What follows belongs to an exercise in optimizing a design on an open flow for small area, a short achievable clock period and few clock cycles; a production flow would make more cautious choices.
Function was checked by simulation only, so behaviour that the tests miss may differ from the original.
No activity file was given, so power comes from the tool's default toggle rates.

==> build 72 <==
==> flow/design.v (excerpt) <==
module secded_sm_core (
    input  wire        clk,
    input  wire        rst,
    input  wire [5:0]  enc_data,
    output wire [10:0] enc_chan,
    input  wire [10:0] dec_chan,
    output wire [5:0]  dec_data,
    output wire [1:0]  dec_outcome,
    input  wire        exec_valid,
    input  wire [5:0]  exec_word,
    output wire        exec_ready,
    output wire [1:0]  run_state,
    output wire        ovf,
    output wire [2:0]  err_cause,
    output wire [1:0]  top_tag,
    output wire [7:0]  top_data,
    output wire        ann_valid,
    output wire [7:0]  ann_data,
    input  wire        ann_ready
);
export LEC_CHECK = 0
export CAP_MARGIN = 30
export CORE_MARGIN = 2
export CORE_UTILIZATION = 60
export SETUP_SLACK_MARGIN = 4.5
export SLEW_MARGIN = 30
create_clock -name core_clock -period 10.0 [get_ports {clk}]
run.sh (not shown) runs the stock make flow with config.mk's settings and CLKGATE_MAP_FILE= SYNTH_SCRIPT=/design/flow/synth_recipe.tcl, a recipe that flattens the netlist after the stock synthesis.
==> trial 83: changes against build 72 <==
--- a/flow/design.v
+++ b/flow/design.v
@@ -120,12 +120,13 @@
     reg [1:0] mode;
     reg [5:0] sp;                 
     reg [8:0] xr, yr;             
     reg [8:0] mem [0:29];         
     reg [7:0] acc;                
     reg       dv_mod;             
+    reg [2:0] dv_cnt;             
     reg [6:0] cd;                 
     reg [1:0] cn;                 
     reg       tp;                 
     wire ready = (mode == M_READY);
     assign exec_ready = ready;
     assign run_state  = rs;
@@ -361,14 +362,13 @@
                         end
                         OP_NOT: begin x_nx = {1'b0, ~x}; x_we = 1'b1; end
                         OP_DIV, OP_MOD: begin
                             if (dv_k == 3'd0) begin
                                 do_pop = 1'b1; x_nx = {1'b0, bin_res}; x_we = 1'b1;
                             end else begin
-                                x_nx = {1'b0, 8'h80 >> dv_k};
-                                x_we = 1'b1;
+                                x_nx = 9'd0; x_we = 1'b1;
                             end
                         end
                         OP_EXP: begin
                             if (exp_done) begin
                                 do_pop = 1'b1; x_nx = {1'b0, bin_res}; x_we = 1'b1;
                             end else begin
@@ -380,14 +380,14 @@
                             do_pop = 1'b1; x_nx = {1'b0, bin_res}; x_we = 1'b1;
                         end
                     endcase
                 end
             end
             M_DIV: begin
-                if (!xr[7]) begin
-                    x_nx = {x, dv_ge}; x_we = 1'b1;
+                if (dv_cnt != 3'd0) begin
+                    x_nx = {1'b0, dv_quo}; x_we = 1'b1;
                     y_nx = {1'b0, dv_rem}; y_we = 1'b1;
                 end else begin
                     do_pop = 1'b1; x_we = 1'b1;
                     x_nx = {1'b0, dv_mod ? dv_rem : dv_quo};
                 end
             end
@@ -421,16 +421,18 @@
             if (x_we) xr <= x_nx;
             if (y_we) yr <= y_nx;
         end
         if (mode == M_READY) begin
             acc    <= is_spk ? x : (opc == OP_EXP) ? {2'b00, exp_e[5:1]} : dv_d0;
             dv_mod <= opc[3];
+            dv_cnt <= dv_k;
         end else if (mode == M_EXP) begin
             acc <= {1'b0, acc[7:1]};
         end else if (mode == M_DIV) begin
             acc <= {1'b0, acc[7:1]};
+            dv_cnt <= dv_cnt - 3'd1;
         end
         if (load_cell)
             acc <= {3'b000, acc[4:0] - 5'd1};
         if (load_cell)
             cd <= fd;
         else if (load_cd && cn[1])
@@ -468,13 +470,13 @@
                             if ((opc == OP_DIV || opc == OP_MOD) && dv_k != 3'd0) mode <= M_DIV;
                             if (opc == OP_EXP && !exp_done) mode <= M_EXP;
                         end
                         if (is_spk && !tp_set) mode <= M_SPK;
                     end
                 end
-                M_DIV: if (xr[7]) mode <= M_READY;
+                M_DIV: if (dv_cnt == 3'd0) mode <= M_READY;
                 M_EXP: if (acc[7:1] == 7'd0) mode <= M_READY;
                 M_SPK: if (tp_set) mode <= M_READY;
             endcase
         end
     end
 endmodule
Settings changed: ABC_AREA from default to 1, CORE_UTILIZATION 60 to 50.
==> notes.md <==
Build 72 finished with timing, DRC and antenna clean. Trial 83 finished with timing, DRC and antenna clean.
Clock skew is about the same in trial 83 and build 72.
Against trial 83, the synthesized cell count of build 72 is smaller by 21%.
Against trial 83, the flip-flop and latch count of build 72 is lower by 3.
Between build 72 and trial 83, the lower synthesized area is in build 72 (gap 4.1%, measured against trial 83).
In via count, trial 83 and build 72 hardly differ.
In clock power, trial 83 and build 72 hardly differ.
Of trial 83 and build 72, trial 83 has the higher die area (gap about 25%, measured against build 72).
Of trial 83 and build 72, build 72 has the higher non-clock buffer count (gap 57).
Against build 72, the combinational power of trial 83 is higher by 17%.
==> figures <==
| item | trial 83 | build 72 |
|---|---|---|
| Outcome | no timing/DRC/antenna violations | no timing/DRC/antenna violations |
| Sequential area share after synthesis | 44.9% | 46.3% |
| Final Non-Filler Cells | 3155 | 2555 |
| Utilization after layout | 57.9% | 71.4% |
| Detailed route wirelength on metal3 | 6440 um | 11400 um |
| Vias per std cell | 6.12 | 7.54 |
| XOR/XNOR Fraction of Synth Area | 2.76% | 3.01% |
| GR Util met2 | 61.8% | 72.8% |
| Worst reg-to-reg setup slack | 4.80 ns | 4.57 ns |
| Num CTS Buffers | 36 | 31 |
| PD cells | 260 nW/um2 | 242 nW/um2 |
| Multi-input gate count | 1756 | 1432 |
| Vias in the first global route | 18700 | 18600 |
| Non-CTS buffers | 131 | 188 |
| Non-Filler Cell Area, Final | 24300 um2 | 23900 um2 |
| Total power of the final layout | 6.32 mW | 5.78 mW |
| Syn Inst Count | 2495 | 1976 |
| Clock group | 1.27 mW | 1.28 mW |
| Power share of the combinational group | 52.8% | 49.3% |
Testbench counts of build 72, summed over its fixed seeds: cycles 20,982.
Testbench counts of trial 83, summed over its fixed seeds: cycles 20,982.

==> try-juniper: inputs <==
Another version of the RTL of secded_sm_core (not shown whole).
Settings: LEC_CHECK=0, CAP_MARGIN=20, CORE_MARGIN=2, CORE_UTILIZATION=60, SETUP_SLACK_MARGIN=4.5, SLEW_MARGIN=20; clock period 10.0 ns.
==> try-maple (differences from try-juniper) <==
--- a/flow/design.v
+++ b/flow/design.v
@@ -150,28 +150,38 @@
     wire       is_lit = (w[5:4] == 2'b00);
     wire       is_op  = (w[5:4] == 2'b01);
     wire       is_chr = w[5] && (w[4:0] <= 5'd26);
     wire       is_spk = (w == 6'h3F);
     wire       go     = exec_valid && ready && !rs[1];
     assign top_tag  = !has1 ? 2'b00 : !x_chr ? 2'b01 : (x == 8'h20) ? 2'b11 : 2'b10;
     assign top_data = has1 ? x : 8'h00;
-    wire [31:0] sp_is;
+    wire [8:0] leaf [0:31];
     genvar g;
     generate
-        for (g = 0; g < 32; g = g + 1) begin : SPD
-            assign sp_is[g] = (sp[4:0] == g);
+        for (g = 0; g < 32; g = g + 1) begin : LEAF
+            if (((g + 29) % 32) < 30) begin : V
+                assign leaf[g] = mem[(g + 29) % 32];
+            end else begin : Z
+                assign leaf[g] = 9'd0;
+            end
         end
     endgenerate
-    reg [8:0] rd;
-    integer r;
-    always @(*) begin
-        rd = 9'd0;
-        for (r = 0; r < 30; r = r + 1)
-            rd = rd | ({9{sp_is[(r + 3) % 32]}} & mem[r]);
-    end
+    wire [8:0] l1 [0:7];
+    wire [8:0] l2 [0:1];
+    generate
+        for (g = 0; g < 8; g = g + 1) begin : L1
+            assign l1[g] = sp[1] ? (sp[0] ? leaf[4*g+3] : leaf[4*g+2])
+                                 : (sp[0] ? leaf[4*g+1] : leaf[4*g]);
+        end
+        for (g = 0; g < 2; g = g + 1) begin : L2
+            assign l2[g] = sp[3] ? (sp[2] ? l1[4*g+3] : l1[4*g+2])
+                                 : (sp[2] ? l1[4*g+1] : l1[4*g]);
+        end
+    endgenerate
+    wire [8:0] rd = sp[4] ? l2[1] : l2[0];
     wire [15:0] prod;
     mul8x8 u_mul (.a(y), .b(x), .p(prod));
     wire        big_shift = |x[7:3];
     wire [7:0]  shl_t = y << x[2:0];
     wire [7:0]  shr_t = y >> x[2:0];
     wire p01 = y[0] & y[1], p02 = y[0] & y[2], p03 = y[0] & y[3], p04 = y[0] & y[4];
     wire p05 = y[0] & y[5], p06 = y[0] & y[6], p12 = y[1] & y[2], p13 = y[1] & y[3];
@@ -407,15 +417,15 @@
             end
         endcase
     end
     integer i;
     always @(posedge clk) begin
         if (do_push) begin
             for (i = 0; i < 30; i = i + 1)
-                if (sp_is[i + 2]) mem[i] <= yr;
+                if (sp[4:0] == i + 2) mem[i] <= yr;
         end
         if (do_push) begin
             xr <= x_nx;
             yr <= xr;
         end else if (do_pop) begin
             xr <= x_we ? x_nx : yr;
             yr <= rd;
- SETUP_SLACK_MARGIN: 4.5 -> 5.0
==> try-indigo (differences from try-juniper) <==
- CORE_UTILIZATION: 60 -> 70
==> impl_results.md <==
- Status: finished clean
- Hold WS: 517 ps
- Via-to-Cell Ratio: 7.39
- Area after DPL: 23200 um^2
- Power share of the clock group: 20.9%
- Placed Cells incl. Taps: 2429
- GRT overflow: 0
- Final min period: around 5700 ps
- Fin util: 76.5%
- Reg area: between 9000 and 10000 um^2
- Share of cells above drive strength 1: 28.7%
- Synth area leaders: edfxtp_1, mux4_2, ha_1
- Syn Nets: 2150
- Mux cell area share after synthesis: 10.2%
- Biggest regs: u_sm.mem: 270 flops, u_sm.xr: 9 flops, u_sm.yr: 9 flops
- Sequential area share after synthesis: 44.8%
- Worst Clk Skew: 23.2 ps
- Area of the multi-input gates: 12600 um^2
- Commonest non-fill, non-tap cells in the layout: edfxtp_1, nor2_1, buf_4
- Met3 wire length: 10900 um
- Vias: 19700
That was try-maple.
==> impl_results.md <==
- Fin util: about three quarters
- Sequential area share after synthesis: 46.6%
- Syn Nets: 2204
- Share of cells above drive strength 1: between 20% and 30%
- Synth area leaders: edfxtp_1, ha_1, fa_1
- Worst Clk Skew: around 20 ps
- Hold WS: 468 ps
- Status: complete, but fails checks
- Met3 wire length: 13600 um
- Blocking Checks: max-slew violations
- Final slew viol count: 1
- Biggest regs: u_sm.mem: 270 flops, u_sm.xr: 9 flops, u_sm.yr: 9 flops
- GRT overflow: 0
- Via-to-Cell Ratio: about 7.6
- Placed Cells incl. Taps: 2520
- Final min period: 5870 ps
- Power share of the clock group: 12.4%
- Mux cell area share after synthesis: 2.00%
That was try-juniper.
==> impl_results.md <==
- Yosys reg bits: 333
- CTS Root Cell: clkbuf_16
- Status: aborted with a tool error
- Placed Cells incl. Taps: 2450
- Area after DPL: 22300 um^2
- CTS buffer count: 34
- Last stage: 5_1_grt
- Met3 Usage GRT: 60.4%
- Mux cell area share after synthesis: 2.00%
- Stop Error: [ERROR GRT-0116] Global routing finished with congestion. Check the congestion regions in the DRC Viewer.
- Syn Nets: 2204
- Avg Cell Area, Syn: 10.3 um^2
- GRT overflow: 1
- Mapped Cells: 2047
- Die Y-Extent: 177 um
- Synth area leaders: edfxtp_1, ha_1, fa_1
- Compound-cell area share of the yosys netlist: about 20%
- Sequential area share after synthesis: 46.6%
That was try-indigo.
Testbench counts of try-juniper, summed over its fixed seeds: cycles 20,907.
Testbench counts of try-maple, summed over its fixed seeds: cycles 20,907.
Testbench counts of try-indigo, summed over its fixed seeds: cycles 20,907.

afterwards: timing with drivers on the ports:
How much do the figures lean on ideal ports? The routed layouts below were timed once more, with nothing changed but the port constraints.
Step 1, drivers: a clkbuf_16 drives clk and a buf_2 each remaining input, both assumed.
Step 2 adds t to the input delays and takes it off the output delays; t is the mean of the earliest and latest rising clock arrival at the registers after step 1. Input paths then give back, and output paths get back, about the clock's delay inside the block.
Three values: no drivers, after step 1, after step 2; two values: the first two.
run | t, ns | setup slack, ns | worst setup path after step 2 | clock arrival spread, ns
build 72 | 0.623 | 4.032 / 3.978 / 3.978 | input to output | 0.029 / 0.030
trial 83 | 0.602 | 4.511 / 4.481 / 4.288 | input to register | 0.026 / 0.026
try-juniper | 0.591 | 4.131 / 4.131 / 3.910 | input to register | 0.022 / 0.022
try-maple | 0.617 | 4.309 / 4.262 / 3.952 | input to register | 0.023 / 0.024
The setup slack of try-maple, which loses most, moves by -0.047 ns with the drivers and by -0.357 ns with both steps.
